Background: an optimization exercise with open tools, aiming at small area and a short achievable clock period. Do not read the settings as production practice.
RTL that was checked went through simulation tests only; none was proved equivalent to the original.
For runs 1, 2 and 5, only the layout was checked, not whether the RTL still works.
Power figures rest on the tool's default switching activity, not on a simulated workload.

==> design.v <==
module fdc_read (
    input  wire        clk,
    input  wire        rst,
    input  wire        drive_active,
    input  wire        flux,
    input  wire        wr_en,
    input  wire [2:0]  wr_port,
    input  wire [15:0] wr_data,
    input  wire        rd_en,
    output wire [15:0] status,
    output reg         mem_we,
    output wire [31:0] mem_addr,
    output wire [15:0] mem_wdata,
    output reg         irq_sync,
    output reg         irq_done
);
    localparam [1:0] S_IDLE = 2'd0, S_WAIT = 2'd1, S_BYTE0 = 2'd2, S_BYTE1 = 2'd3;
    localparam [1:0] F_NONE = 2'd0, F_SAME = 2'd1, F_M1 = 2'd2;
    localparam [1:0] H_NONE = 2'd0, H_HI = 2'd1, H_LO = 2'd2;
    reg running;
    reg [10:0] counter;   
    reg [4:0]  inc5;      
    reg [1:0]  hist;
    reg [2:0]  pcnt;      
    reg [1:0]  fcls;      
    reg        dir;       
    reg        lat_v;
    reg [2:0]  lat_c;
    reg [15:0] shift;
    reg [2:0]  bcnt;
    reg        st_sync, st_ready;
    reg [7:0]  st_data;
    reg [15:0] len;       
    reg [15:0] pend;      
    reg        pz;
    reg [15:0] sync_r;
    reg        ctl10;
    reg        dmaen;     
    reg [1:0]  state;
    reg [7:0]  hi;
    reg [31:0] A;
    reg        F;
    reg [15:0] B;
    reg [1:0]  H;
    wire start = drive_active && !running;
    wire [11:0] addend = (pcnt != 3'd0) ? (dir ? 12'd34 : 12'd258) : {4'b0000, 3'b100, inc5};
    wire [11:0] csum   = {1'b0, counter} + addend;
    wire [5:0] lo_sum = {1'b0, counter[4:0]} + {1'b0, inc5};
    wire end_fast = counter >= 11'd1790;
    wire end_slow = counter >= 11'd2014;
    wire end_inc  = (counter[10:7] == 4'b1111) || (counter[10:5] == 6'b111011 && lo_sum[5]);
    wire ended = (pcnt != 3'd0) ? (dir ? end_slow : end_fast) : end_inc;
    wire       v     = lat_v | flux;                   
    wire [2:0] cT    = lat_v ? lat_c : counter[10:8];  
    wire fact = (fcls == F_SAME && pcnt != 3'd0) || (fcls == F_M1 && pcnt > 3'd1);
    reg [4:0] inc5_n;
    always @* begin
        inc5_n = inc5;
        if (fact && !dir && inc5 != 5'd31)     inc5_n = inc5 + 5'd1;
        else if (fact && dir && inc5 != 5'd6)  inc5_n = inc5 - 5'd1;
    end
    wire [2:0] pcnt_dec = (pcnt == 3'd0) ? 3'd0 : pcnt - 3'd1;
    wire [1:0] qT      = cT[2] ? cT[1:0] : ~cT[1:0];
    wire [2:0] pcnt_T  = {1'b0, qT} + 3'd1;
    wire [1:0] fcls_T  = ((hist == 2'd0 && !cT[2]) || (hist == 2'd3 && cT[2])) ? F_SAME :
                         (hist == 2'd1 || hist == 2'd2) ? F_M1 : F_NONE;
    wire bv     = running & ended;
    wire hi_eq  = (shift[14:0] == sync_r[15:1]);
    wire match  = hi_eq & (sync_r[0] == v);
    wire c8     = (bcnt == 3'd7);
    wire sp_match = bv & match & (c8 | !st_sync);
    wire sps    = sp_match & ctl10 & (state == S_WAIT);
    wire spb    = bv & c8 & !sps;
    wire [7:0] byte_v = {shift[6:0], v};
    wire wd   = bv & c8 & (state == S_BYTE1);    
    wire [13:0] len_dec = len[13:0] - 14'd1;
    wire xfer = wd & (len_dec == 14'd0);
    reg  [1:0] state_s;
    always @* begin
        state_s = state;
        if (sps) state_s = S_BYTE0;
        else if (spb) begin
            if (state == S_BYTE0) state_s = S_BYTE1;
            else if (state == S_BYTE1) state_s = xfer ? S_IDLE : S_BYTE0;
        end
    end
    wire [15:0] len_s = wd ? {len[15:14], len_dec} : len;
    wire wr_len  = wr_en && wr_port == 3'd0;
    wire wr_sync = wr_en && wr_port == 3'd1;
    wire wr_ctl  = wr_en && wr_port == 3'd2;
    wire wr_den  = wr_en && wr_port == 3'd3;
    wire wr_ph   = wr_en && wr_port == 3'd5;
    wire wr_pl   = wr_en && wr_port == 3'd6;
    wire port_ok = wr_en && wr_port != 3'd4 && wr_port != 3'd7;
    wire len_eq  = !pz && wr_data == pend;
    wire len_acc = wr_len && (!wr_data[15] || len_eq);
    wire [15:0] len_w  = len_acc ? wr_data : len_s;
    wire ctl_w   = wr_ctl ? wr_data[10] : ctl10;
    wire den_w   = wr_den ? (wr_data[9] & wr_data[4]) : dmaen;
    wire lens_nz = wd ? (len[13:0] != 14'd1) : (len[13:0] != 14'd0);
    wire en_s    = len[15] && dmaen && lens_nz;
    reg  enabled;
    always @* begin
        case (wr_port)
            3'd0:    enabled = wr_data[15] && (len_eq ? (dmaen && wr_data[13:0] != 14'd0) : en_s);
            3'd3:    enabled = len[15] && wr_data[9] && wr_data[4] && lens_nz;
            default: enabled = en_s;
        endcase
    end
    reg  [1:0] state_w;
    always @* begin
        state_w = state_s;
        if (port_ok) begin
            if (enabled) begin
                if (state_s == S_IDLE) state_w = ctl_w ? S_WAIT : S_BYTE0;
            end else
                state_w = S_IDLE;
        end
    end
    wire [31:0] Ainc = A + {30'd0, F, 1'b0};
    wire [31:0] L    = {H == H_HI ? B : Ainc[31:16], H == H_LO ? B : Ainc[15:0]};
    always @(posedge clk) begin
        running <= drive_active;
        B <= wr_data;
        if (rst) begin
            counter <= 11'd0; inc5 <= 5'd18; hist <= 2'd0;
            pcnt <= 3'd0; fcls <= F_NONE; dir <= 1'b0; lat_v <= 1'b0;
            shift <= 16'd0; bcnt <= 3'd0; st_sync <= 1'b0; st_ready <= 1'b0; st_data <= 8'd0;
            len <= 16'd0; pz <= 1'b1; sync_r <= 16'd0; ctl10 <= 1'b0; dmaen <= 1'b0;
            state <= S_IDLE;
            A <= 32'd0; F <= 1'b0; H <= H_NONE;
            mem_we <= 1'b0; irq_sync <= 1'b0; irq_done <= 1'b0;
        end else begin
            if (start) begin
                counter <= 11'd0; inc5 <= 5'd18; hist <= 2'd0;
                pcnt <= 3'd0; fcls <= F_NONE; dir <= 1'b0; lat_v <= 1'b0;
            end else if (running) begin
                counter <= csum[10:0];
                inc5   <= inc5_n;
                if (ended) begin
                    lat_v <= 1'b0;
                    if (v) begin
                        pcnt <= pcnt_T; fcls <= fcls_T; dir <= cT[2];
                        hist <= {cT[2], hist[1]};
                    end else begin
                        pcnt <= 3'd0; fcls <= F_NONE;
                    end
                end else begin
                    lat_v <= v;
                    lat_c <= cT;
                    pcnt  <= pcnt_dec;
                end
            end
            if (start) begin
                shift <= 16'd0; bcnt <= 3'd0;
            end else if (bv) begin
                shift <= {shift[14:0], v};
                bcnt  <= (sps || c8) ? 3'd0 : bcnt + 3'd1;
                if (c8 || (st_sync ? !match : match))
                    st_sync <= match;
            end
            if (spb) begin
                st_data  <= byte_v;
                st_ready <= 1'b1;
            end else if (rd_en && running)
                st_ready <= 1'b0;
            if (bv && c8 && state == S_BYTE0)
                hi <= byte_v;
            len   <= len_w;
            if (wr_len) begin pend <= wr_data; pz <= 1'b0; end
            if (wr_sync) sync_r <= wr_data;
            ctl10 <= ctl_w;
            dmaen <= den_w;
            state <= state_w;
            if (wd) begin
                A <= L;
                F <= 1'b1;
                H <= wr_ph ? H_HI : wr_pl ? H_LO : H_NONE;
            end else begin
                A <= {wr_ph ? wr_data : L[31:16], wr_pl ? wr_data : L[15:0]};
                F <= 1'b0;
                H <= H_NONE;
            end
            mem_we   <= wd;
            irq_sync <= sp_match;
            irq_done <= xfer;
        end
    end
    assign mem_addr  = A;
    assign mem_wdata = {hi, st_data};
    assign status = running ? {st_ready, state != S_IDLE, 1'b0, st_sync, 4'd0, st_data} : 16'd0;
endmodule
==> constraint.sdc <==
create_clock -name core_clock -period 7.0 [get_ports {clk}]
set_input_delay 1.4000 -clock core_clock [delete_from_list [all_inputs] [get_ports {clk}]]
set_output_delay 1.4000 -clock core_clock [all_outputs]
set_load 0.01 [all_outputs]
==> flow/run.sh <==
#!/bin/bash
# Standard ORFS layout (the standard.sh), with the port buffers made of
# sky130_fd_sc_hd__buf_1 instead of the resizer's default choice.
set -euo pipefail
export BUFFER_PORTS_ARGS="-buffer_cell sky130_fd_sc_hd__buf_1"
bash standard.sh finish > standard_flow.log 2>&1
==> config.mk <==
export PLATFORM = sky130hd
export DESIGN_NAME = fdc_read
export DESIGN_NICKNAME = fdc_read
export VERILOG_FILES = /design/flow/design.v
export SDC_FILE = /design/flow/constraint.sdc
export NUM_CORES = 4
export LEC_CHECK = 0
export CAP_MARGIN = 20
export CORE_MARGIN = 2
export CORE_UTILIZATION = 60
export CTS_BUF_LIST = sky130_fd_sc_hd__clkbuf_8
export SETUP_SLACK_MARGIN = 4.0
export SLEW_MARGIN = 20
==> standard.sh <==
#!/bin/bash
# synth_recipe.tcl (not shown) runs the flow's synth.tcl, then flattens the netlist and writes it again
# the make line also repeats each setting of config.mk as NAME=value (left out here)
make -C /OpenROAD-flow-scripts/flow DESIGN_CONFIG=/design/flow/config.mk WORK_HOME=/design/flow/orfs CLKGATE_MAP_FILE= SYNTH_SCRIPT=/design/flow/synth_recipe.tcl "${@:-finish}"
==> reports/metrics.yaml, run 1 <==
sta:
  worst_slack_ns: 4.085
  rsz0062_at_grt: "no"
  slew_violations: 0
  period_needed_ns: 2.915
  slew_headroom_pct: 41.62
  hold_slack_ns: 0.4772
  fin_crit_sh_pct: 41.65
  worst_slew_pin_slew_ns: 0.8757
  fin_worst_skew_ns: 0.01432
  setup_tns_ns: 0
  setup_viol: 0
  max_clock_freq_ghz: 0.3430
  hold_viol_final: 0
grt:
  grt_start_max_net_pins: 51
  gr-total-overflow: 0
  track_usage_pct: 28.60
  antenna_found_initial: 0
  first_global_vias: 7156
  grt_most_used_layer: "met2"
  grt_use_met3_pct: 5.006
  grt_pass1_wl_um: 36440
  use_met1_pct: 38.78
  grt_use_met2_pct: 46.61
power_and_ir_drop:
  p_sw_share_pct: 29.33
  p_comb_share_pct: 9.9
  seq_power_share_pct: 53.9
  ir_drop_uv: 158.4
  power_density_nw_per_um2: 195.9
  power_frac_clock_pct: 36.2
  power.switching_uw: 562.5
  internal_power_uw: 1355
  p_leak_uw: 0.003504
critical_path:
  cp_max_fo: 7
  cp_slowest_cell: "fa_2"
  worst-setup-path-type: "flip-flop to flip-flop"
  regToRegSetupSlack_ns: 4.08
  path_cells: "or2_2, inv_2, ha_4, and2_1, ha_2, fa_2, a21oi_2, o21bai_1, a21o_1, a21o_1, a31oi_4, mux2_4, a31o_2"
  worst_path_largest_cell_delay_ns: 0.38
  worstReg2RegEnd: "counter[8]"
  path_common_cell: "a21o_1"
  rr_worst_depth: 13
  required_ns: 7.37
  worstSetupEndpointType: "flip-flop"
  crit_path_start_kind: "flip-flop"
  r2r_start: "pcnt[0]"
  cp.arrival_ns: 3.28
drt:
  vias: 7437
  drc: 0
  viasPerCell: 5.842
  ant_nets: 0
  drtIter0Drc: 512
  wire_per_inst_um: 17.31
  routed_wl_um: 22040
  drtPass1Iterations: 5
floorplan:
  die_height_um: 125.3
  dieWidth_um: 125.3
  die_area_um2: 15710
  fp.coreArea_um2: 14480
  io-pin-count: 92
  rows: 44
  start_util_pct: 61.02
clock_tree:
  cts-root-buf: "clkbuf_8"
  clkSinkCount: 169
  cts-buffers-inserted: 17
  htreeDepth: 4
  cts_tree: "done"
  insertion_delay_ns: 0.46
  clk_pin_slew_ns: 0.11
  ctsLongestPathBuffers: 2
yosys:
  synth_edf_count: 27
  yosys_warnings: 1
  synthFlopType: "dfxtp_1"
  async_flop_share_pct: 0
  syn_avg_cell_area_um2: 8.730
  yosysUniqueCellTypes: 73
  synth_area_um2: 8835
  synthCells: 1012
  synth_seq_cells: 169
  ys_seq_area_share_pct: 41.35
min_path:
  hp-start: "sync_r[11]"
  hold_path_end: "sync_r[11]"
  min_delay_path_depth: 2
  min_path_type: "flip-flop to flip-flop"
placement:
  dp_cells: 1233
  place_ws_ns: 3.426
  port_buffers: 86
  place.detailed.hpwl_um: 15140
  place_area_um2: 9204
  gp_congestion: 0.8128
cells_and_area:
  antenna_cells: 0
  fin_nets: 1133
  mostFrequentLayoutCell: "nand2_1"
  syn_to_final_growth_pct: 10.79
  drive_gt1_share_pct: 9.917
  final_cell_mix: "138 x nand2_1, 137 x dfxtp_1, 85 x nor2_1, 83 x buf_1, 74 x a21oi_1"
  final_cell_area_um2: 9788
  final_cells: 1273
job:
  drv_cap: 0
outcome:
  status: "complete, no violations"
## critical path: cells and delay by family, from the launching register on
kind | cells | cell delay, ns
simple gates | 2 | 0.29
fa+ha+maj | 3 | 0.74
mux | 1 | 0.31
flops | 1 | 0.36
compound gates | 6 | 1.07
buf+inv | 1 | 0.05
## area by class of cell
cell class / count / area (um^2)
clock buffer: 17 / 234.0
sequential: 169 / 3662
tap: 184 / 230.2
clock inverter: 15 / 173.9
timing repair buffer: 106 / 503.0
inverter: 24 / 95.09
fill: 1276 / 4691
multi-input combinational: 758 / 4890
## worst max path at each step
stage	startpoint	end	slack, ns	cells after the start
3_5_place_dp	flux	state[1]	3.43	8
4_1_cts	pcnt[0]	counter[8]	4.01	12
6_report	pcnt[0]	counter[8]	4.08	13
2_1_floorplan	pcnt[0]	counter[8]	4.00	14
5_1_grt	pcnt[0]	hi[6]	4.00	7
3_3_place_gp	flux	state[1]	3.46	8
## registers in the layout (all words and copies together), names as in the netlist, 2 cells and up
name     count
st_data      8
A           32
pend        16
fcls         2
H            2
bcnt         3
len         15
lat_c        3
sync_r      16
pcnt         3
inc5         5
state        2
counter     11
hi           8
shift       15
B           16
## what timing repair did
| action | 4_1_cts | 5_1_grt |
|---|---|---|
| setup buffers | 4 | 4 |
| gates cloned | 0 | 0 |
| resized for setup | 19 | 15 |
| endpoints found under the hold margin | 0 | 0 |
| endpoints found under the setup margin | 67 | 56 |
| pin swaps | 2 | 4 |
| hold buffers | 0 | 0 |
## cells by family (layout without fill, tap and decap cells)
kind of cell	after synthesis	count (layout)	synth area share, %
XOR/XNOR	84	84	8.327
AO/OA/AOI/OAI	193	193	14.16
other	1	5	0.04245
flip-flops	169	169	41.35
AND/OR/NAND/NOR	419	419	23.99
buffers and inverters	89	162	4.503
multiplexers	25	25	2.917
adder cells (fa/ha/maj)	32	32	4.702
## metal layers
layer / routed length (um) / vias to the layer above
met4: 459 / 0
li1: - / 3680
met3: 931 / 35
met1: 10290 / 3524
met5: 0 / -
met2: 10360 / 198
## per-stage QoR
step | total power, uW | utilization [%]
2_1_floorplan | 1176 | -
3_3_place_gp | 1229 | 63.57
3_5_place_dp | 1233 | 63.57
4_1_cts | 1922 | 67.14
5_1_grt | 1990 | 67.60
6_report | 1917 | 67.60
## power groups by stage
stage                     Combinational, uW  Clock [uW]  Sequential [uW]
after floorplan                         128           0             1050
after global placement                  173           0             1060
after detailed placement                178           0             1060
after CTS                               185         705             1030
after global routing                    210         743             1040
final                                   190         695             1030
## cell usage after synthesis, types with 3 or more instances
| master | n | area [um^2] |
|---|---|---|
| dfxtp_1 | 142 | 2843 |
| nand2_1 | 138 | 518.0 |
| nor2_1 | 87 | 326.6 |
| a21oi_1 | 75 | 375.4 |
| xnor2_1 | 58 | 508.0 |
| clkbuf_1 | 39 | 146.4 |
| nand3_1 | 34 | 170.2 |
| ha_1 | 30 | 375.4 |
| edfxtp_1 | 27 | 810.8 |
| nor3_1 | 27 | 135.1 |
| xor2_1 | 26 | 227.7 |
| o21ai_0 | 25 | 125.1 |
| inv_1 | 23 | 86.33 |
| o211ai_1 | 22 | 165.2 |
| and2_1 | 19 | 118.9 |
| mux2i_1 | 19 | 190.2 |
| a211oi_1 | 18 | 135.1 |
| nand2b_1 | 18 | 112.6 |
| nand4_1 | 17 | 106.4 |
| nor4_1 | 15 | 93.84 |
| buf_2 | 14 | 70.07 |
| a21o_1 | 10 | 75.07 |
| and3_1 | 8 | 50.05 |
| or3_1 | 8 | 50.05 |
| a211o_1 | 7 | 61.31 |
| and4_1 | 7 | 61.31 |
| a311oi_1 | 6 | 52.55 |
| buf_4 | 6 | 45.04 |
| mux2_2 | 6 | 67.56 |
| a31oi_1 | 5 | 31.28 |
| nor2b_1 | 5 | 31.28 |
| nor4b_1 | 4 | 35.03 |
| or2_2 | 4 | 25.02 |
| a22o_1 | 3 | 26.28 |
| buf_6 | 3 | 33.78 |
| nand3b_1 | 3 | 22.52 |
| nand4b_1 | 3 | 26.28 |
| nor3b_1 | 3 | 22.52 |
| o21bai_1 | 3 | 22.52 |
==> run 2, diff against run 1 <==
--- a/design.v
+++ b/design.v
@@ -19,5 +19,7 @@
     localparam [1:0] H_NONE = 2'd0, H_HI = 2'd1, H_LO = 2'd2;
     reg running;
+    reg run_st;     
     reg [10:0] counter;   
+    reg        ended_r;   
     reg [4:0]  inc5;      
     reg [1:0]  hist;
@@ -46,9 +48,13 @@
     wire [11:0] addend = (pcnt != 3'd0) ? (dir ? 12'd34 : 12'd258) : {4'b0000, 3'b100, inc5};
     wire [11:0] csum   = {1'b0, counter} + addend;
-    wire [5:0] lo_sum = {1'b0, counter[4:0]} + {1'b0, inc5};
-    wire end_fast = counter >= 11'd1790;
-    wire end_slow = counter >= 11'd2014;
-    wire end_inc  = (counter[10:7] == 4'b1111) || (counter[10:5] == 6'b111011 && lo_sum[5]);
-    wire ended = (pcnt != 3'd0) ? (dir ? end_slow : end_fast) : end_inc;
+    function end_at(input [10:0] c, input [2:0] p, input d, input [4:0] i5);
+        reg [5:0] lo;
+        begin
+            lo = {1'b0, c[4:0]} + {1'b0, i5};
+            if (p != 3'd0) end_at = d ? (c >= 11'd2014) : (c >= 11'd1790);
+            else           end_at = (c[10:7] == 4'b1111) || (c[10:5] == 6'b111011 && lo[5]);
+        end
+    endfunction
+    wire       ended = ended_r;
     wire       v     = lat_v | flux;                   
     wire [2:0] cT    = lat_v ? lat_c : counter[10:8];  
@@ -65,4 +71,9 @@
     wire [1:0] fcls_T  = ((hist == 2'd0 && !cT[2]) || (hist == 2'd3 && cT[2])) ? F_SAME :
                          (hist == 2'd1 || hist == 2'd2) ? F_M1 : F_NONE;
+    wire [10:0] cnext = csum[10:0];
+    wire end_nT = cT[2] ? (cnext >= 11'd2014) : (cnext >= 11'd1790);   
+    wire end_nN = end_at(cnext, 3'd0, 1'b0, inc5_n);                   
+    wire end_nC = end_at(cnext, pcnt_dec, dir, inc5_n);                
+    wire ended_n = ended ? (v ? end_nT : end_nN) : end_nC;
     wire bv     = running & ended;
     wire hi_eq  = (shift[14:0] == sync_r[15:1]);
@@ -122,7 +133,8 @@
     always @(posedge clk) begin
         running <= drive_active;
+        run_st  <= drive_active && !rst;    
         B <= wr_data;
         if (rst) begin
-            counter <= 11'd0; inc5 <= 5'd18; hist <= 2'd0;
+            counter <= 11'd0; ended_r <= 1'b0; inc5 <= 5'd18; hist <= 2'd0;
             pcnt <= 3'd0; fcls <= F_NONE; dir <= 1'b0; lat_v <= 1'b0;
             shift <= 16'd0; bcnt <= 3'd0; st_sync <= 1'b0; st_ready <= 1'b0; st_data <= 8'd0;
@@ -133,8 +145,9 @@
         end else begin
             if (start) begin
-                counter <= 11'd0; inc5 <= 5'd18; hist <= 2'd0;
+                counter <= 11'd0; ended_r <= 1'b0; inc5 <= 5'd18; hist <= 2'd0;
                 pcnt <= 3'd0; fcls <= F_NONE; dir <= 1'b0; lat_v <= 1'b0;
             end else if (running) begin
                 counter <= csum[10:0];
+                ended_r <= ended_n;
                 inc5   <= inc5_n;
                 if (ended) begin
@@ -189,4 +202,4 @@
     assign mem_addr  = A;
     assign mem_wdata = {hi, st_data};
-    assign status = running ? {st_ready, state != S_IDLE, 1'b0, st_sync, 4'd0, st_data} : 16'd0;
+    assign status = run_st ? {st_ready, state != S_IDLE, 1'b0, st_sync, 4'd0, st_data} : 16'd0;
 endmodule
==> run 2 against run 1 <==
Still clean. Count of clock-buffer cells in the layout grew 1. Register-to-register slack worse by 0.30 ns. Setup slack worse by 0.30 ns. Via count decreased by 1.7%. Hold slack lost 0.0015 ns. Routed wire length shrank 0.36%. Combinational power decreased by 14%. Synthesized cell count shrank 1.3%.
==> reports/metrics.yaml, run 2 <==
sta:
  period_needed_ns: 3.213  # +0.2981 ns
  slew_violations: 0  # unchanged
  rsz0062_at_grt: "yes"
  max_clock_freq_ghz: 0.3112  # -9.3%
  hold_viol_final: 0  # unchanged
  setup_viol: 0  # unchanged
  worst_slew_pin_slew_ns: 0.9591  # +0.08346 ns
  fin_crit_sh_pct: 45.91  # +4.3 points
  slew_headroom_pct: 36.06  # -5.6 points
  setup_tns_ns: 0  # unchanged
  fin_worst_skew_ns: 0.01569  # +0.001372 ns
  worst_slack_ns: 3.787  # -0.2981 ns
yosys:
  ys_seq_area_share_pct: 42.05  # +0.69 points
  synth_edf_count: 27  # unchanged
  synthFlopType: "dfxtp_1"
  synth_area_leader_cell: "dfxtp_1"
  synthCells: 999  # -1.3%
  yosys_warnings: 1  # unchanged
  yosysUniqueCellTypes: 79  # +8.2%
  yosysTopAreaCellShare_pct: 32.82  # +0.64 points
  async_flop_share_pct: 0  # unchanged
  synth_area_leaders: "dfxtp_1 33%, edfxtp_1 9.2%, xnor2_1 6.9%"
  syn_avg_cell_area_um2: 8.793  # +0.73%
  synth_seq_cells: 171  # +1.2%
  synth_area_um2: 8785  # -0.57%
  synth_common_cells: "146 x nor2_1, 144 x dfxtp_1, 101 x nand2_1"
  synth.most_common_cell: "nor2_1"
clock_tree:
  clkSinkCount: 171  # +1.2%
  ctsLongestPathBuffers: 2  # unchanged
  cts-root-buf: "clkbuf_8"
  clk_pin_slew_ns: 0.10  # about the same
  cts-buffers-inserted: 17  # unchanged
  insertion_delay_ns: 0.47  # about the same
  cts_tree: "done"
  htreeDepth: 4  # unchanged
placement:
  place_ws_ns: 3.316  # -0.1103 ns
  gp_congestion: 0.8654  # +6.5%
  place.detailed.hpwl_um: 14880  # -1.7%
  dp_cells: 1222  # -0.89%
  port_buffers: 86  # unchanged
power_and_ir_drop:
  p_sw_share_pct: 28.34  # -1.0 points
  power_frac_clock_pct: 36.1  # about the same
  power.switching_uw: 531.2  # -5.6%
  ir_drop_uv: 149.3  # -5.8%
  power_density_nw_per_um2: 192.1  # -2.0%
  internal_power_uw: 1343  # -0.85%
  p_comb_share_pct: 8.8  # -1.1 points
  p_leak_uw: 0.003604  # +2.9%
  seq_power_share_pct: 55.2  # +1.3 points
min_path:
  min_delay_path_depth: 2  # unchanged
  min_path_type: "flip-flop to flip-flop"
critical_path:
  rr_worst_depth: 14  # +1
  cp.arrival_ns: 3.59  # +0.31 ns
  worst_path_largest_cell_delay_ns: 0.42  # +0.04 ns
  crit_family: "compound AO/OA/AOI/OAI gates"
  path_cells: "or3_4, nor2_2, ha_2, fa_2, a21oi_2, o21bai_2, xor2_2, ha_1, nand3_1, mux2i_1, o31a_1, o21ai_2, a32oi_1, a41o_1"
  critical_path_buf_inv_count: 0  # -1
  worstSetupEndpointType: "flip-flop"
  worst-setup-path-type: "flip-flop to flip-flop"
  required_ns: 7.38  # about the same
  crit_path_start_kind: "flip-flop"
  crit_cells: 14  # +1
  cp_slowest_cell: "or3_4"
  cp_max_fo: 6  # -1
drt:
  vias: 7311  # -1.7%
  routed_wl_um: 21960  # -0.36%
  ant_nets: 0  # unchanged
  drtPass1Iterations: 5  # unchanged
  viasPerCell: 5.775  # -1.2%
  drtIter0Drc: 561  # +9.6%
  wire_per_inst_um: 17.35  # +0.19%
  drc: 0  # unchanged
cells_and_area:
  layout.filler_cells: 1276  # unchanged
  regMostFlops: "A"
  final_cell_mix: "141 x nor2_1, 136 x dfxtp_1, 101 x nand2_1, 88 x a21oi_1, 75 x buf_1"
  fin_nets: 1123  # -0.88%
  antenna_cells: 0  # unchanged
  syn_to_final_growth_pct: 11.11
  drive_gt1_share_pct: 12.57  # +2.7 points
  largest_register_ffs: 32  # unchanged
  mostFrequentLayoutCell: "nor2_1"
  final_cells: 1266  # -0.55%
floorplan:
  start_util_pct: 60.90  # -0.11 points
  fp.coreArea_um2: 14420  # -0.38%
  die_height_um: 125  # -0.28%
  rows: 44  # unchanged
  die_area_um2: 15630  # -0.55%
  io-pin-count: 92  # unchanged
  dieWidth_um: 125  # -0.28%
grt:
  gr-total-overflow: 0  # unchanged
  antenna_found_initial: 0  # unchanged
  track_usage_pct: 28.10  # -0.50 points
  grt_start_max_net_pins: 68  # +33%
  grt_pass1_wl_um: 35480  # -2.6%
  first_global_vias: 6810  # -4.8%
job:
  drv_cap: 0  # unchanged
outcome:
  status: "complete, no violations"
## run 2: path summary, 6_finish.rpt
check	startpoint	end	slack, ns
setup reg to reg	pcnt[0]	ended_r	3.79
setup / recovery	pcnt[0]	ended_r	3.79
hold reg to reg	st_sync	st_sync	0.48
hold / removal	st_sync	st_sync	0.48
## run 2: timing repair
| action | 4_1_cts | 5_1_grt |
|---|---|---|
| hold buffers | 0 | 0 |
| setup buffers | 4 | 7 |
| gates cloned | 0 | 1 |
| gates resized for setup | 16 | 28 |
| setup endpoints to repair | 24 | 28 |
| pin swaps | 3 | 18 |
| endpoints found under the hold margin | 0 | 0 |
## run 2: cell type report
cell class	count	area [um^2]	share of cell area, %
Timing Repair Buffer	103	470.5	4.820
Clock buffer	18	247.7	2.538
Multi-Input combinational cell	750	4865	49.84
Clock inverter	14	133.9	1.372
Inverter	26	100.1	1.026
Tap cell	184	230.2	2.359
Sequential cell	171	3714	38.05
## run 2: per-stage QoR
stage               power (uW)  hold WS [ns]  area (um^2)  util, %
finish                    1875        0.4758         9761    67.67
global placement          1213        0.4496         9150    63.44
CTS                       1884        0.4771         9632    66.78
floorplan                 1165        0.4229         8802        -
detailed placement        1215        0.4596         9166    63.55
global route              1941        0.4962         9761    67.67
## run 2: cells by family (layout without fill, tap and decap cells)
logic type	after synthesis	in the layout	share of synthesized area (%)
XOR/XNOR	93	93	9.358
AO/OA/AOI/OAI	197	198	14.97
adder cells (fa/ha/maj)	30	30	4.344
buffers and inverters	83	161	3.974
other	1	5	0.04269
flip-flops	171	171	42.05
multiplexers	24	24	2.763
AND/OR/NAND/NOR	400	400	22.50
## run 2: worst register-to-register path: stages (launching register included)
cell and delay (ns):
dfxtp_4 0.38, or3_4 0.42, nor2_2 0.10, ha_2 0.22, fa_2 0.24, a21oi_2 0.08
o21bai_2 0.15, xor2_2 0.24, ha_1 0.30, nand3_1 0.09, mux2i_1 0.07, o31a_1 0.32
o21ai_2 0.19, a32oi_1 0.07, a41o_1 0.25
## run 2: routing by layer
metal / global-route usage, % / share of wire, % / vias to the layer above
li1: - / - / 3626
met1: 39.54 / 47 / 3494
met2: 44.73 / 47 / 159
met3: 5.178 / 4.1 / 32
met4: 7.974 / 1.7 / 0
met5: 0 / 0 / -
## run 2: power by group through the flow
stage	clock network, uW	logic, uW	registers, uW
5_1_grt	722	181	1040
3_5_place_dp	0	157	1060
4_1_cts	687	162	1030
2_1_floorplan	0	111	1050
3_3_place_gp	0	155	1060
6_report	676	164	1030
==> run 3, diff against run 2 <==
--- a/design.v
+++ b/design.v
@@ -17,5 +17,5 @@
     localparam [1:0] S_IDLE = 2'd0, S_WAIT = 2'd1, S_BYTE0 = 2'd2, S_BYTE1 = 2'd3;
     localparam [1:0] F_NONE = 2'd0, F_SAME = 2'd1, F_M1 = 2'd2;
-    localparam [1:0] H_NONE = 2'd0, H_HI = 2'd1, H_LO = 2'd2;
+    localparam [1:0] H_NONE = 2'd0, H_HI = 2'd1, H_LO = 2'd2, H_ZERO = 2'd3;
     reg running;
     reg run_st;     
@@ -130,21 +130,23 @@
     end
     wire [31:0] Ainc = A + {30'd0, F, 1'b0};
-    wire [31:0] L    = {H == H_HI ? B : Ainc[31:16], H == H_LO ? B : Ainc[15:0]};
+    wire [31:0] L    = {H == H_HI ? B : H == H_ZERO ? 16'd0 : Ainc[31:16],
+                        H == H_LO ? B : H == H_ZERO ? 16'd0 : Ainc[15:0]};
     always @(posedge clk) begin
         running <= drive_active;
         run_st  <= drive_active && !rst;    
         B <= wr_data;
+        A <= L;         
         if (rst) begin
             counter <= 11'd0; ended_r <= 1'b0; inc5 <= 5'd18; hist <= 2'd0;
-            pcnt <= 3'd0; fcls <= F_NONE; dir <= 1'b0; lat_v <= 1'b0;
+            pcnt <= 3'd0; lat_v <= 1'b0;
             shift <= 16'd0; bcnt <= 3'd0; st_sync <= 1'b0; st_ready <= 1'b0; st_data <= 8'd0;
             len <= 16'd0; pz <= 1'b1; sync_r <= 16'd0; ctl10 <= 1'b0; dmaen <= 1'b0;
             state <= S_IDLE;
-            A <= 32'd0; F <= 1'b0; H <= H_NONE;
+            F <= 1'b0; H <= H_ZERO;
             mem_we <= 1'b0; irq_sync <= 1'b0; irq_done <= 1'b0;
         end else begin
             if (start) begin
                 counter <= 11'd0; ended_r <= 1'b0; inc5 <= 5'd18; hist <= 2'd0;
-                pcnt <= 3'd0; fcls <= F_NONE; dir <= 1'b0; lat_v <= 1'b0;
+                pcnt <= 3'd0; lat_v <= 1'b0;
             end else if (running) begin
                 counter <= csum[10:0];
@@ -157,5 +159,5 @@
                         hist <= {cT[2], hist[1]};
                     end else begin
-                        pcnt <= 3'd0; fcls <= F_NONE;
+                        pcnt <= 3'd0;
                     end
                 end else begin
@@ -186,13 +188,6 @@
             dmaen <= den_w;
             state <= state_w;
-            if (wd) begin
-                A <= L;
-                F <= 1'b1;
-                H <= wr_ph ? H_HI : wr_pl ? H_LO : H_NONE;
-            end else begin
-                A <= {wr_ph ? wr_data : L[31:16], wr_pl ? wr_data : L[15:0]};
-                F <= 1'b0;
-                H <= H_NONE;
-            end
+            F <= wd;
+            H <= wr_ph ? H_HI : wr_pl ? H_LO : H_NONE;
             mem_we   <= wd;
             irq_sync <= sp_match;
--- a/config.mk
+++ b/config.mk
@@ -10,4 +10,4 @@
 export CORE_UTILIZATION = 60
 export CTS_BUF_LIST = sky130_fd_sc_hd__clkbuf_8
-export SETUP_SLACK_MARGIN = 4.0
+export SETUP_SLACK_MARGIN = 4.3
 export SLEW_MARGIN = 20
==> run 3 against run 2 <==
Sequential power increased by 5%. Highest routed layer unchanged. Critical path type unchanged. Maximum frequency decreased by 7.1%. Still clean on timing, DRC and antenna. Register-to-register slack got worse by 0.24 ns.
==> reports/metrics.yaml, run 3 <==
grt:
  antenna_found_initial: 0  # unchanged
  grt_start_max_net_pins: 67  # -1.5%
  gr-total-overflow: 0  # unchanged
  track_usage_pct: 28.13  # +0.035 points
  grt_pass1_wl_um: 32750  # -7.7%
  first_global_vias: 6633  # -2.6%
floorplan:
  fp.coreArea_um2: 13720  # -4.9%
  dieWidth_um: 121.8  # -2.6%
  die_height_um: 121.8  # -2.6%
  start_util_pct: 60.64  # -0.27 points
  rows: 43  # -2.3%
  io-pin-count: 92  # unchanged
  die_area_um2: 14820  # -5.1%
critical_path:
  cp_slowest_cell: "dfxtp_2"
  worst-setup-path-type: "flip-flop to flip-flop"
  worst_path_largest_cell_delay_ns: 0.36  # -0.06 ns
  worstSetupEndpointType: "flip-flop"
  path_cells: "nor3_4, nand2_1, ha_1, a211oi_2, nor2_1, xor2_1, ha_1, and4_1, and3_1, nand4_1, and3b_1, o31ai_2, nand2_1, a21boi_2, o21ai_1, a211oi_2"
  cp.arrival_ns: 3.84  # +0.25 ns
  cp_max_fo: 4  # -2
  crit_path_start_kind: "flip-flop"
  required_ns: 7.38  # about the same
sta:
  fin_crit_sh_pct: 49.40  # +3.5 points
  rsz0062_at_grt: "yes"
  fin_worst_skew_ns: 0.01402  # -0.001671 ns
  slew_violations: 0  # unchanged
  worst_slew_pin_slew_ns: 1.113  # +0.1535 ns
  setup_viol: 0  # unchanged
  hold_viol_final: 0  # unchanged
  period_needed_ns: 3.458  # +0.2445 ns
  slew_headroom_pct: 25.67  # -10 points
  setup_tns_ns: 0  # unchanged
  max_clock_freq_ghz: 0.2892  # -7.1%
drt:
  drc: 0  # unchanged
  drtIter0Drc: 401  # -29%
  ant_nets: 0  # unchanged
  viasPerCell: 5.752  # -0.39%
  vias: 6914  # -5.4%
  drtPass1Iterations: 6  # +1
  wire_per_inst_um: 17.11  # -1.4%
  routed_wl_um: 20560  # -6.4%
yosys:
  synth_area_um2: 8319  # -5.3%
  synth_simple_gate_area_share_pct: 21.58  # -0.92 points
  synth-xor-area-share_pct: 9.791  # +0.43 points
  synth_edf_count: 31  # +15%
  yosysTopAreaCellShare_pct: 33.93  # +1.1 points
  synthCells: 928  # -7.1%
  synthMuxAreaShare_pct: 2.211  # -0.55 points
  synth_top_family_by_area: "simple AND/OR/NAND/NOR gates"
  synth.most_common_cell: "dfxtp_1"
  synth_seq_cells: 172  # +0.58%
  synthAdderAreaFrac_pct: 4.572  # +0.23 points
  ys_seq_area_share_pct: 45.12  # +3.1 points
  yosysUniqueCellTypes: 76  # -3.8%
  yosys_warnings: 1  # unchanged
  synth_common_cells: "141 x dfxtp_1, 137 x nand2_1, 92 x nor2_1"
  synth_compound_area_share_pct: 12.89  # -2.1 points
  synth_area_leader_cell: "dfxtp_1"
  synthFlopType: "dfxtp_1"
  async_flop_share_pct: 0  # unchanged
  syn_avg_cell_area_um2: 8.965  # +1.9%
  synth_area_leaders: "dfxtp_1 34%, edfxtp_1 11%, nand2_1 6.2%"
cells_and_area:
  mostFrequentLayoutCell: "nand2_1"
  multiInputGateArea_um2: 4583  # -5.8%
  syn_to_final_growth_pct: 15.72
  fin_nets: 1063  # -5.3%
  final_cell_area_um2: 9627  # -1.4%
  layout.filler_cells: 1102  # -14%
  regMostFlops: "A"
  antenna_cells: 0  # unchanged
  final_util_pct: 70.17  # +2.5 points
  seq_area_um2: 3767  # +1.4%
  final_cell_mix: "136 x nand2_1, 134 x dfxtp_1, 83 x nor2_1, 70 x buf_1, 57 x a21oi_1"
  largest_register_ffs: 32  # unchanged
  drive_gt1_share_pct: 15.26  # +2.7 points
clock_tree:
  cts-root-buf: "clkbuf_8"
  clkSinkCount: 172  # +0.58%
  insertion_delay_ns: 0.47  # about the same
  ctsLongestPathBuffers: 2  # unchanged
  htreeDepth: 4  # unchanged
  clk_pin_slew_ns: 0.08  # -0.02 ns
  cts-buffers-inserted: 17  # unchanged
  cts_tree: "done"
power_and_ir_drop:
  power.switching_uw: 523.9  # -1.4%
  power_frac_clock_pct: 36.2  # about the same
  p_comb_share_pct: 9.6  # +0.8 points
  p_leak_uw: 0.003531  # -2.0%
  ir_drop_uv: 176.6  # +18%
  p_sw_share_pct: 26.42  # -1.9 points
  internal_power_uw: 1459  # +8.6%
  seq_power_share_pct: 54.2  # -1.0 points
  power_density_nw_per_um2: 206.0  # +7.2%
min_path:
  min_path_type: "flip-flop to flip-flop"
placement:
  place.detailed.hpwl_um: 14190  # -4.7%
  place_area_um2: 8783  # -4.2%
  gp_congestion: 0.9000  # +4.0%
  port_buffers: 86  # unchanged
job:
  drv_cap: 0  # unchanged
outcome:
  status: "complete, no violations"
## run 3: final timing paths
check                              from  cells after the start      end  slack (ns)
worst max-delay path            pcnt[2]                     16  ended_r        3.54
worst min-delay path               B[0]                      2    A[16]        0.46
worst max register to register  pcnt[2]                     16  ended_r        3.54
worst min register to register     B[0]                      2    A[16]        0.46
## run 3: power by group through the flow
| stage | registers, uW | clock network [uW] | logic [uW] |
|---|---|---|---|
| floorplan | 1090 | 0 | 111 |
| global placement | 1100 | 0 | 161 |
| detailed placement | 1100 | 0 | 166 |
| CTS | 1070 | 728 | 181 |
| global route | 1080 | 774 | 209 |
| finish | 1080 | 718 | 190 |
## run 3: per-stage QoR
step	hold slack (ns)	worst slack [ns]	std cells	power [uW]
after detailed placement	0.4420	3.254	1154	1263
final	0.4616	3.542	1202	1983
after global placement	0.4306	3.307	1154	1256
after CTS	0.4635	3.677	1197	1984
after floorplan	0.4167	3.712	932	1206
after global routing	0.4916	3.394	1202	2064
## run 3: kinds of logic (layout without fill, tap and decap cells)
| group | after synthesis | count (layout) |
|---|---|---|
| xor gates and xnor gates | 93 | 93 |
| other | 1 | 5 |
| buffers and inverters | 74 | 161 |
| and+or+nand+nor | 364 | 367 |
| AOI/OAI and AO/OA | 176 | 176 |
| muxes | 18 | 18 |
| DFF | 172 | 172 |
| adders and majority gates | 30 | 30 |
## run 3: repair_timing
item	4_1_cts	5_1_grt
pin swaps	28	9
resized for setup	69	25
cloned	2	1
hold endpoints to repair	0	0
buffers inserted	9	4
hold buffers	0	0
setup endpoints to repair	48	43
## run 3: routing by layer
layer	GRT usage (%)	vias to the layer above	routed length, um
li1	-	3354	-
met1	33.83	3320	8587
met2	50.77	207	10550
met3	5.758	33	987
met4	8.046	0	440
met5	0	-	0
## run 3: worst max-delay path, delay by kind of cell (launching register included)
family          cells  cell delay (ns)
xor+xnor            1             0.19
simple gates        8             1.33
fa+ha+maj           2             0.64
flops               1             0.36
compound gates      5             0.87
## run 3: final cells by class
cell class              count  area share (%)
well taps                 180           2.339
clock inverters            13           1.547
flip-flops and latches    172           39.13
repair buffers            102           5.602
multi-input cells         689           47.61
clock buffers              19           2.716
inverters                  27           1.053
==> run 4, diff against run 3 <==
--- a/config.mk
+++ b/config.mk
@@ -10,4 +10,4 @@
 export CORE_UTILIZATION = 60
 export CTS_BUF_LIST = sky130_fd_sc_hd__clkbuf_8
-export SETUP_SLACK_MARGIN = 4.3
+export SETUP_SLACK_MARGIN = 4.0
 export SLEW_MARGIN = 20
==> run 4 against run 3 <==
Still clean on timing, DRC and antenna. Total power up 3.4%. Maximum frequency up 2.9%. Clock skew down 0.0040 ns. Count of clock-buffer cells in the layout down 1. Setup slack better by 0.096 ns. Sequential share of layout area up 1.1 points. Via count down 1.9%. Die area unchanged. Design area down 2.9%. Global-route usage down 0.94 points. Non-clock buffer count down 5. Largest cell class unchanged. Highest routed layer unchanged.
==> reports/metrics.yaml, run 4 <==
placement:
  port_buffers: 86  # unchanged
  place.detailed.hpwl_um: 14170  # -0.14%
  gp_congestion: 0.9016  # +0.18%
grt:
  antenna_found_initial: 0  # unchanged
  grt_pass1_wl_um: 31540  # -3.7%
  grt_start_max_net_pins: 66  # -1.5%
  gr-total-overflow: 0  # unchanged
  first_global_vias: 6338  # -4.4%
  track_usage_pct: 27.20  # -0.94 points
floorplan:
  io-pin-count: 92  # unchanged
  rows: 43  # unchanged
  start_util_pct: 60.64  # unchanged
  die_height_um: 121.8  # unchanged
  die_area_um2: 14820  # unchanged
  dieWidth_um: 121.8  # unchanged
  fp.coreArea_um2: 13720  # unchanged
sta:
  worst_slew_pin_slew_ns: 1.062  # -0.05103 ns
  fin_worst_skew_ns: 0.01007  # -0.003951 ns
  period_needed_ns: 3.362  # -0.09637 ns
  setup_viol: 0  # unchanged
  fin_crit_sh_pct: 48.02  # -1.4 points
  rsz0062_at_grt: "yes"
  hold_slack_ns: 0.4539  # -0.007680 ns
  slew_violations: 0  # unchanged
  slew_headroom_pct: 29.08  # +3.4 points
  max_clock_freq_ghz: 0.2975  # +2.9%
  setup_tns_ns: 0  # unchanged
  hold_viol_final: 0  # unchanged
clock_tree:
  clkSinkCount: 172  # unchanged
  clk_pin_slew_ns: 0.09  # about the same
  cts_hold_buf: 0  # unchanged
  cts_tree: "done"
  cts-buffers-inserted: 17  # unchanged
  ctsLongestPathBuffers: 2  # unchanged
  insertion_delay_ns: 0.46  # about the same
  htreeDepth: 4  # unchanged
  cts-root-buf: "clkbuf_8"
yosys:
  async_flop_share_pct: 0  # unchanged
  synthFlopType: "dfxtp_1"
  yosys_warnings: 1  # unchanged
  synth_common_cells: "141 x dfxtp_1, 137 x nand2_1, 92 x nor2_1"
  yosysTopAreaCellShare_pct: 33.93  # unchanged
  syn_avg_cell_area_um2: 8.965  # unchanged
  synth_area_um2: 8319  # unchanged
  synth_area_leader_cell: "dfxtp_1"
  synth_seq_cells: 172  # unchanged
  yosysUniqueCellTypes: 76  # unchanged
  synth_area_leaders: "dfxtp_1 34%, edfxtp_1 11%, nand2_1 6.2%"
  synth.most_common_cell: "dfxtp_1"
  synthCells: 928  # unchanged
  synth_edf_count: 31  # unchanged
  ys_seq_area_share_pct: 45.12  # unchanged
drt:
  drtPass1Iterations: 5  # -1
  drtIter0Drc: 476  # +19%
  vias: 6783  # -1.9%
  viasPerCell: 5.681  # -1.2%
  wire_per_inst_um: 16.47  # -3.7%
  ant_nets: 0  # unchanged
  drc: 0  # unchanged
  routed_wl_um: 19670  # -4.4%
cells_and_area:
  syn_to_final_growth_pct: 12.32
  seq_area_um2: 3762  # -0.13%
  drive_gt1_share_pct: 10.65  # -4.6 points
  largest_register_ffs: 32  # unchanged
  fin_nets: 1055  # -0.75%
  multiInputGateArea_um2: 4368  # -4.7%
  antenna_cells: 0  # unchanged
  regMostFlops: "A"
  final_cell_mix: "136 x dfxtp_1, 136 x nand2_1, 90 x nor2_1, 76 x buf_1, 57 x a21oi_1"
  layout.filler_cells: 1121  # +1.7%
critical_path:
  worstSetupEndpointType: "flip-flop"
  cp.arrival_ns: 3.75  # -0.09 ns
  required_ns: 7.39  # about the same
  worst-setup-path-type: "flip-flop to flip-flop"
  path_cells: "nor3_4, nand2_1, ha_1, a211oi_2, nor2_1, xor2_1, ha_1, and4_1, and3_1, nand4_1, and3b_1, o31ai_2, nand2_1, a21boi_1, o21ai_1, a211oi_2"
  cp_max_fo: 5  # +1
  worst_path_largest_cell_delay_ns: 0.36  # about the same
  cp_slowest_cell: "dfxtp_2"
  crit_path_start_kind: "flip-flop"
outcome:
  status: "complete, no violations"
power_and_ir_drop:
  p_leak_uw: 0.003446  # -2.4%
  ir_drop_uv: 140.3  # -21%
  power_density_nw_per_um2: 219.4  # +6.5%
job:
  drv_cap: 0  # unchanged
min_path:
  min_path_type: "flip-flop to flip-flop"
## run 4: cell counts after synthesis
Identical to the previous run, type by type.
## run 4: worst paths after layout
path / slack (ns) / to / start / cells after the start
min: 0.45 / A[31] / B[15] / 2
max reg2reg: 3.64 / ended_r / pcnt[2] / 16
max: 3.64 / ended_r / pcnt[2] / 16
min reg2reg: 0.45 / A[31] / B[15] / 2
## run 4: final cells by class
type	instances	area share (%)
Clock buffer	18	2.651
Inverter	27	1.085
Timing Repair Buffer	97	4.472
Clock inverter	14	2.370
Tap cell	180	2.410
Sequential cell	172	40.27
Multi-Input combinational cell	686	46.75
## run 4: repair_timing
action                                  4_1_cts  5_1_grt
hold endpoints to repair                      0        0
pin swaps                                    11        2
gates resized for setup                      17       11
setup buffers                                 5        2
endpoints found under the setup margin       15       19
## run 4: critical path: cells and delay by family, from the launching register on
| kind | cells | cell delay (ns) |
|---|---|---|
| simple gates | 8 | 1.23 |
| compound gates | 5 | 0.90 |
| flops | 1 | 0.36 |
| xor+xnor | 1 | 0.19 |
| fa+ha+maj | 2 | 0.61 |
## run 4: cell families after synthesis
logic type	after synthesis	synth area share [%]
XOR/XNOR	93	9.791
AND/OR/NAND/NOR	364	21.58
AO/OA/AOI/OAI	176	12.89
other	1	0.04508
buffers and inverters	74	3.790
flip-flops	172	45.12
multiplexers	18	2.211
adder cells (fa/ha/maj)	30	4.572
## run 4: metrics by stage
step	std cells	util (%)	power, uW	cell area (um^2)	setup WS [ns]
after CTS	1192	67.75	2060	9295	3.646
final	1194	68.11	2050	9344	3.638
after floorplan	932	-	1205	8386	3.712
after global placement	1155	63.71	1255	8741	3.294
after global routing	1194	68.11	2122	9344	3.407
after detailed placement	1155	63.71	1262	8741	3.265
## run 4: per-layer routing
layer,up-vias,GRT usage (%),wire length (um)
met2,193,47.77,9978
met4,0,9.339,373
met5,-,0,0
met3,30,4.916,883
li1,3330,-,-
met1,3230,33.60,8429
## run 4: report_power, final
part / total (uW) / leakage [uW] / switching (uW) / internal, uW
Sequential: 1070 / 0.00144 / 36.1 / 1040
Combinational: 171 / 0.00177 / 107 / 63.6
Clock: 805 / 0.000234 / 391 / 414
Total: 2050 / 0.00345 / 535 / 1520
==> run 5, diff against run 4 <==
--- a/design.v
+++ b/design.v
@@ -46,41 +46,47 @@
     reg [1:0]  H;
     wire start = drive_active && !running;
-    wire [11:0] addend = (pcnt != 3'd0) ? (dir ? 12'd34 : 12'd258) : {4'b0000, 3'b100, inc5};
-    wire [11:0] csum   = {1'b0, counter} + addend;
-    function end_at(input [10:0] c, input [2:0] p, input d, input [4:0] i5);
-        reg [5:0] lo;
-        begin
-            lo = {1'b0, c[4:0]} + {1'b0, i5};
-            if (p != 3'd0) end_at = d ? (c >= 11'd2014) : (c >= 11'd1790);
-            else           end_at = (c[10:7] == 4'b1111) || (c[10:5] == 6'b111011 && lo[5]);
-        end
-    endfunction
+    wire [10:0] s_fast = counter + 11'd258;
+    wire [10:0] s_slow = counter + 11'd34;
+    wire [10:0] s_inc  = counter + {3'b100, inc5};
+    wire [10:0] cnext  = pnz ? (dir ? s_slow : s_fast) : s_inc;
     wire       ended = ended_r;
     wire       v     = lat_v | flux;                   
     wire [2:0] cT    = lat_v ? lat_c : counter[10:8];  
-    wire fact = (fcls == F_SAME && pcnt != 3'd0) || (fcls == F_M1 && pcnt > 3'd1);
-    reg [4:0] inc5_n;
-    always @* begin
-        inc5_n = inc5;
-        if (fact && !dir && inc5 != 5'd31)     inc5_n = inc5 + 5'd1;
-        else if (fact && dir && inc5 != 5'd6)  inc5_n = inc5 - 5'd1;
-    end
-    wire [2:0] pcnt_dec = (pcnt == 3'd0) ? 3'd0 : pcnt - 3'd1;
+    wire pnz  = pcnt != 3'd0;
+    wire pgt1 = pcnt[2] | pcnt[1];
+    wire fact = (fcls == F_SAME && pnz) || (fcls == F_M1 && pgt1);
+    wire f_up = fact && !dir && inc5 != 5'd31;
+    wire f_dn = fact &&  dir && inc5 != 5'd6;
+    wire [4:0] inc5_n = inc5 + {{4{f_dn}}, f_up | f_dn};
+    wire [2:0] pcnt_dec = pnz ? pcnt - 3'd1 : 3'd0;
     wire [1:0] qT      = cT[2] ? cT[1:0] : ~cT[1:0];
     wire [2:0] pcnt_T  = {1'b0, qT} + 3'd1;
     wire [1:0] fcls_T  = ((hist == 2'd0 && !cT[2]) || (hist == 2'd3 && cT[2])) ? F_SAME :
                          (hist == 2'd1 || hist == 2'd2) ? F_M1 : F_NONE;
-    wire [10:0] cnext = csum[10:0];
-    wire end_nT = cT[2] ? (cnext >= 11'd2014) : (cnext >= 11'd1790);   
-    wire end_nN = end_at(cnext, 3'd0, 1'b0, inc5_n);                   
-    wire end_nC = end_at(cnext, pcnt_dec, dir, inc5_n);                
-    wire ended_n = ended ? (v ? end_nT : end_nN) : end_nC;
+    wire [11:0] u = {1'b0, counter} + {7'd0, inc5};
+    wire [11:0] w = {1'b0, counter} + {6'd0, inc5, 1'b0};
+    wire fup = (fcls == F_SAME) && !dir && inc5 != 5'd31;
+    wire fdn = (fcls == F_SAME) &&  dir && inc5 != 5'd6;
+    reg  end_pre;
+    always @* begin
+        if (pgt1)   end_pre = dir ? (counter >= 11'd1980) : (counter >= 11'd1532);
+        else if (pcnt[0])         end_pre = dir ? (fdn ? u >= 12'd1887 : u >= 12'd1886)
+                                                : (fup ? u >= 12'd1661 : u >= 12'd1662);
+        else                      end_pre = w >= 12'd1792;
+    end
+    wire ended_n = !ended && end_pre;
     wire bv     = running & ended;
     wire hi_eq  = (shift[14:0] == sync_r[15:1]);
-    wire match  = hi_eq & (sync_r[0] == v);
+    wire m1     = hi_eq &  sync_r[0];
+    wire m0     = hi_eq & ~sync_r[0];
+    wire match  = v ? m1 : m0;
     wire c8     = (bcnt == 3'd7);
+    wire bv8    = bv & c8;
+    wire sw     = bv & ctl10 & (state == S_WAIT);
+    wire sps1   = sw & m1 & (c8 | !st_sync);
+    wire sps0   = sw & m0 & (c8 | !st_sync);
     wire sp_match = bv & match & (c8 | !st_sync);
-    wire sps    = sp_match & ctl10 & (state == S_WAIT);
-    wire spb    = bv & c8 & !sps;
+    wire sps    = v ? sps1 : sps0;
+    wire spb    = bv8 & ~(v ? sps1 : sps0);
     wire [7:0] byte_v = {shift[6:0], v};
     wire wd   = bv & c8 & (state == S_BYTE1);    
@@ -150,5 +156,5 @@
                 pcnt <= 3'd0; lat_v <= 1'b0;
             end else if (running) begin
-                counter <= csum[10:0];
+                counter <= cnext;
                 ended_r <= ended_n;
                 inc5   <= inc5_n;
--- a/config.mk
+++ b/config.mk
@@ -10,4 +10,4 @@
 export CORE_UTILIZATION = 60
 export CTS_BUF_LIST = sky130_fd_sc_hd__clkbuf_8
-export SETUP_SLACK_MARGIN = 4.0
+export SETUP_SLACK_MARGIN = 4.3
 export SLEW_MARGIN = 20
==> run 5 against run 4 <==
Maximum frequency increased by 25%. Highest routed layer unchanged. Clock power down 12%. Still clean. Die area rose by 2.4%.
==> reports/metrics.yaml, run 5 <==
critical_path:
  cp_max_fo: 13  # +8
  regToRegSetupSlack_ns: 4.39  # +0.75 ns
  cp.arrival_ns: 3.03  # -0.72 ns
  crit_path_start_kind: "input port"
  worstSetupEndpointType: "flip-flop"
  cp_slowest_cell: "buf_1"
  path_cells: "buf_1, xor2_1, nor4_1, nand3_1, buf_4, o21ai_4, nand3_4, mux2i_1, nor2_1"
  worst_path_largest_cell_delay_ns: 0.28  # -0.08 ns
  crit_family: "simple AND/OR/NAND/NOR gates"
  required_ns: 7.33  # -0.06 ns
  worst-setup-path-type: "input port to flip-flop"
  critical_path_buf_inv_count: 2  # +2
cells_and_area:
  final_cell_mix: "135 x nand2_1, 134 x dfxtp_1, 93 x nor2_1, 74 x buf_1, 59 x a21oi_1"
  largest_register_ffs: 32  # unchanged
  mostFrequentLayoutCell: "nand2_1"
  antenna_cells: 0  # unchanged
  fin_nets: 1097  # +4.0%
  final_util_pct: 68.52  # +0.42 points
  multiInputGateArea_um2: 4559  # +4.4%
  layout.filler_cells: 1181  # +5.4%
  drive_gt1_share_pct: 9.238  # -1.4 points
  regMostFlops: "A"
  final_cells: 1230  # +3.0%
  seq_area_um2: 3767  # +0.13%
  syn_to_final_growth_pct: 11.61
drt:
  ant_nets: 0  # unchanged
  routed_wl_um: 21140  # +7.5%
  viasPerCell: 5.715  # +0.59%
  wire_per_inst_um: 17.19  # +4.4%
  vias: 7029  # +3.6%
  drtPass1Iterations: 5  # unchanged
  drc: 0  # unchanged
  drtIter0Drc: 453  # -4.8%
grt:
  antenna_found_initial: 0  # unchanged
  track_usage_pct: 27.77  # +0.57 points
  grt_most_used_layer: "met2"
  grt_pass1_wl_um: 32390  # +2.7%
  grt_start_max_net_pins: 58  # -12%
  use_met1_pct: 35.93  # +2.3 points
  gr-total-overflow: 0  # unchanged
  grt_use_met3_pct: 4.520  # -0.40 points
  grt_use_met2_pct: 47.87  # +0.11 points
  first_global_vias: 6279  # -0.93%
clock_tree:
  ctsLongestPathBuffers: 2  # unchanged
  insertion_delay_ns: 0.46  # about the same
  cts_tree: "done"
  clk_pin_slew_ns: 0.10  # about the same
  cts-root-buf: "clkbuf_8"
  cts-buffers-inserted: 17  # unchanged
  clkSinkCount: 172  # unchanged
  htreeDepth: 4  # unchanged
  cts_hold_buf: 0  # unchanged
placement:
  place.detailed.hpwl_um: 14940  # +5.4%
  port_buffers: 86  # unchanged
  dp_cells: 1189  # +2.9%
  gp_congestion: 0.9002  # -0.16%
yosys:
  synth.most_common_cell: "dfxtp_1"
  synthCells: 972  # +4.7%
  synth_area_um2: 8522  # +2.4%
  synth_area_leader_cell: "dfxtp_1"
  ys_seq_area_share_pct: 44.05  # -1.1 points
  yosys_warnings: 1  # unchanged
  synthFlopType: "dfxtp_1"
  async_flop_share_pct: 0  # unchanged
  yosysUniqueCellTypes: 64  # -16%
  synth_edf_count: 31  # unchanged
  yosysTopAreaCellShare_pct: 33.12  # -0.81 points
  syn_avg_cell_area_um2: 8.767  # -2.2%
  synth_seq_cells: 172  # unchanged
  synth_area_leaders: "dfxtp_1 33%, edfxtp_1 11%, nand2_1 6.0%"
  synth_common_cells: "141 x dfxtp_1, 137 x nand2_1, 97 x nor2_1"
sta:
  fin_crit_sh_pct: 38.53  # -9.5 points
  setup_viol: 0  # unchanged
  setup_tns_ns: 0  # unchanged
  period_needed_ns: 2.697  # -0.6645 ns
  fin_worst_skew_ns: 0.01232  # +0.002257 ns
  rsz0062_at_grt: "yes"
  slew_violations: 0  # unchanged
  hold_slack_ns: 0.4678  # +0.01397 ns
  worst_slew_pin_slew_ns: 0.8774  # -0.1842 ns
  hold_viol_final: 0  # unchanged
  slew_headroom_pct: 41.39  # +12 points
  max_clock_freq_ghz: 0.3708  # +25%
floorplan:
  rows: 43  # unchanged
  start_util_pct: 61.39  # +0.76 points
  dieWidth_um: 123.2  # +1.2%
  die_height_um: 123.2  # +1.2%
  io-pin-count: 92  # unchanged
  die_area_um2: 15170  # +2.4%
  fp.coreArea_um2: 13880  # +1.2%
job:
  drv_cap: 0  # unchanged
power_and_ir_drop:
  power_density_nw_per_um2: 207.4  # -5.5%
  p_leak_uw: 0.003602  # +4.5%
  ir_drop_uv: 199.6  # +42%
outcome:
  status: "complete, no violations"
min_path:
  min_path_type: "flip-flop to flip-flop"
==> run 5: per-stage QoR <==
stage	power (uW)	area [um^2]	setup WS, ns
2_1_floorplan	1220	8594	4.241
3_3_place_gp	1278	8906	3.606
3_5_place_dp	1280	8906	3.521
4_1_cts	1975	9363	4.292
5_1_grt	2041	9512	4.180
6_report	1972	9512	4.303
==> run 5: cell families after synthesis <==
kind of cell               after synthesis  synth area share, %
xor gates and xnor gates                94                9.661
adders and majority gates               35                5.403
DFF                                    172                44.05
AOI/OAI and AO/OA                      183                13.20
buffers and inverters                   87                4.214
other                                    1              0.04400
and+or+nand+nor                        380                21.07
muxes                                   20                2.364
==> run 5: per-layer routing <==
metal	vias up	wire (um)
met4	0	298
met1	3302	9498
met3	27	1044
met2	208	10300
li1	3492	-
met5	-	0
==> run 5: where the power goes <==
group          leakage [uW]  switching, uW  internal (uW)
combinational       0.00196            111           71.4
sequential          0.00144           45.8           1040
clock              0.000196            382            323
==> run 5: cell type report <==
class,instances,share of cell area (%)
clock buffer,17,2.460
multi-input combinational,718,47.93
clock inverter,15,1.697
timing repair buffer,98,4.722
sequential,172,39.61
tap,180,2.368
inverter,30,1.210
==> run 5: worst register-to-register path, stage by stage (launching register included) <==
cell     delay [ns]
dfxtp_2        0.34
or2_2          0.33
inv_1          0.07
ha_1           0.18
nor2_1         0.07
nor2_2         0.18
a31oi_1        0.07
ha_1           0.22
inv_1          0.07
fa_1           0.20
inv_1          0.05
a21o_1         0.14
a21oi_1        0.17
xnor2_1        0.16
and3_1         0.17
o21ai_0        0.07
==> run 5: path summary, 6_finish.rpt <==
path / startpoint / endpoint / depth (start not counted)
setup / recovery: wr_data[2] / len[8] / 9
hold / removal: B[5] / A[5] / 2
setup reg to reg: pcnt[0] / inc5[4] / 15
hold reg to reg: B[5] / A[5] / 2
==> run 5: what timing repair did <==
action,4_1_cts,5_1_grt
buffers inserted,2,6
gates resized for setup,17,27
gates cloned,0,1
setup endpoints to repair,27,62
pin swaps,0,3

what the ideal ports hide:
The results above use ideal ports. As a check the final layouts listed here were re-extracted and re-timed, cells and wires unchanged.
Step 1 assumes that a clkbuf_16 drives the clock port and a buf_2 every other input.
Step 2 adds t to the input delays and takes it off the output delays; t is the mean of the earliest and latest rising clock arrival at the registers after step 1. Input paths then give back, and output paths get back, about the clock's delay inside the block.
Slacks: no drivers / after step 1 / after step 2; pairs: no drivers / after step 1.
run | t, ns | setup WS [ns] | worst register clock-pin slew, ns
run 1 | 0.493 | 4.085 / 4.081 / 3.653 | 0.11 / 0.11
run 2 | 0.503 | 3.787 / 3.787 / 3.675 | 0.10 / 0.10
run 3 | 0.497 | 3.542 / 3.542 / 3.542 | 0.10 / 0.10
run 4 | 0.499 | 3.638 / 3.638 / 3.638 | 0.10 / 0.10
run 5 | 0.498 | 4.303 / 4.277 / 3.819 | 0.10 / 0.10
After both steps setup and hold are still met in every run listed. For run 5, which loses most, drivers alone change the setup slack by -0.026 ns; drivers and shift together by -0.484 ns.
